This is an optimization exercise on Yosys and OpenROAD, whose aim is small area, a short achievable clock period and few clock cycles per item, not a production implementation.
In this exercise RTL edits were held to simulation tests only and were not proved equivalent to the original.
Power and IR drop assume default switching activity.

## build 13
## lpc_synth
module lpc_synth (
    input  wire        clk,
    input  wire        rst,
    input  wire        in_valid,
    output wire        in_ready,
    input  wire [15:0] in_data,
    output wire        out_valid,
    input  wire        out_ready,
    output wire [15:0] out_data,
    output wire [7:0]  out_sexp
);
For scale: ~4800 flip-flops.
clock: 12.0 ns
lec_check: 0
abc_area: 1
cap_margin: 10
core_margin: 2
core_utilization: 55
place_density: 0.72
slew_margin: 10
standard.sh (not shown) runs the stock make flow with config.mk's settings and CLKGATE_MAP_FILE= SYNTH_SCRIPT=/design/flow/synth_recipe.tcl, a recipe that flattens the netlist after the stock synthesis.
==> flow/flow/run.sh <==
#!/bin/bash
set -euo pipefail
bash standard.sh SETUP_SLACK_MARGIN=7.4 finish > standard.log 2>&1
Testbench counts of build 13, summed over its fixed seeds: cycles 21,564, frames 60.
Modified inputs, build 42 compared to build 13
==> flow/flow/run.sh <==
#!/bin/bash
set -euo pipefail
bash standard.sh SETUP_SLACK_MARGIN=8.4 finish > standard.log 2>&1
Notes after the runs:
Going from build 13 to build 42, number of buffers other than clock buffers in the final layout shows an increase of 270%; first-pass GRT wire length increased 4.9%. Build 42 finished every stage and its layout cleared the timing, DRC and antenna checks. Hold slack deteriorates in build 42 relative to build 13. Build 42 against build 13: global-route usage increased 2.0 points, number of global-route vias before repair increased 2938, growth of design area from synthesis to finish increased 5.8 points, detailed placer's ending HPWL increased 20000 µm, internal power summed over all cells increased 8.0%. Compare build 13 and build 42 | pin count of the biggest net entering global routing lower: build 13.
Input changes introduced in build 82 (baseline for comparison: build 42):
==> flow/flow/run.sh <==
#!/bin/bash
set -euo pipefail
bash standard.sh SETUP_SLACK_MARGIN=7.6 finish > standard.log 2>&1
diff --git a/flow/config.mk b/flow/config.mk
--- a/flow/config.mk
+++ b/flow/config.mk
@@ -8,3 +8,3 @@
 export ABC_AREA = 1
-export CAP_MARGIN = 10
+export CAP_MARGIN = 5
 export CORE_MARGIN = 2
@@ -12,2 +12,2 @@
 export PLACE_DENSITY = 0.72
-export SLEW_MARGIN = 10
+export SLEW_MARGIN = 5
### Flow results
- Critical path depth | build 82 above build 42
- On total design power: build 82 sits below build 42.
- Average via count per standard cell went down slightly going from build 42 to build 82.
- Sequential power essentially unchanged between build 82 and build 42.
- Start-to-end type of the worst setup path: register to primary output -> build 42, register to register -> build 82

* * *

Setup of run A:
Starting RTL as in the previous note.
export LEC_CHECK = 0
export ABC_AREA = 1
export CAP_MARGIN = 10
export CORE_MARGIN = 2
export CORE_UTILIZATION = 55
export PLACE_DENSITY = 0.72
export SLEW_MARGIN = 10
create_clock -name core_clock -period 12.0 [get_ports {clk}]
==> flow/flow/run.sh <==
#!/bin/bash
set -euo pipefail
bash standard.sh SETUP_SLACK_MARGIN=8.0 finish > standard.log 2>&1
Run A finished end to end and its layout was clean on timing, DRC and antenna.
Testbench counts of run A, summed over its fixed seeds: cycles 21,564, frames 60.
Relative to run A, the following input files were edited for run B:
- changing CORE_UTILIZATION from 55 to 62
- changing PLACE_DENSITY from 0.72 to 0.78
==> flow/flow/run.sh <==
#!/bin/bash
set -euo pipefail
bash standard.sh SETUP_SLACK_MARGIN=7.6 finish > standard.log 2>&1
### Flow results
- Fmax down 6.0% in run B wrt run A
- Post-route clock period utilization (run B over run A): increase, 2.2 points
- Run B packs its core more tightly than run A.
- Run B ended up with cw[7]$_DFF_P_ as its critical path startpoint; run A ended up with q0[20]$_DFFE_PP_.
What run C does differently from run B at the input level:
- PLACE_DENSITY changed from 0.78 to 0.72
- CORE_UTILIZATION changed from 62 to 55
==> flow/flow/run.sh <==
#!/bin/bash
set -euo pipefail
bash standard.sh SETUP_SLACK_MARGIN=8.2 finish > standard.log 2>&1
Results
Run C completed end to end with timing, DRC and antenna clean. Run C vs run B, path type of the worst setup path: register to output pin vs register to register. [run C vs run B] first-pass iteration count of the detailed router: higher in run C. Count of distinct cell types in the synthesized netlist: run C vs run B identical. From run B to run C the numbers moved as follows: share of the core filled with cells in the final layout decreased 6.2 points; sequential cell area in the final layout essentially unchanged; post-route met1 wirelength increased about 7%.

## re-timing with driven ports
In the flow no input, the clock included, has a driving cell. The finished layouts below were timed again as built, in two steps. Step 1 assumes that a clkbuf_16 drives the clock port and a buf_2 every other input. Step 2, shift: input delay + t, output delay - t, t = (earliest + latest rising clock arrival at the registers) / 2. This alone moves slack from input paths to output paths. Slacks: no drivers / after step 1 / after step 2; pairs: no drivers / after step 1.
| run | t (ns) | setup slack, ns | clock arrival spread, ns |
|---|---|---|---|
| build 13 | 1.111 | 7.367 / 7.367 / 6.633 | 0.119 / 0.119 |
| build 42 | 1.167 | 7.906 / 7.768 / 7.448 | 0.111 / 0.111 |
| build 82 | 1.135 | 7.587 / 7.534 / 6.804 | 0.138 / 0.137 |
| run A | 1.176 | 7.801 / 7.669 / 7.092 | 0.143 / 0.144 |
| run B | 1.146 | 7.534 / 7.534 / 6.752 | 0.135 / 0.135 |
| run C | 1.161 | 7.847 / 7.729 / 7.177 | 0.131 / 0.132 |
After both steps every run listed still meets setup and hold. For build 82, which loses most, drivers alone change the setup slack by -0.053 ns; drivers and shift together by -0.783 ns.
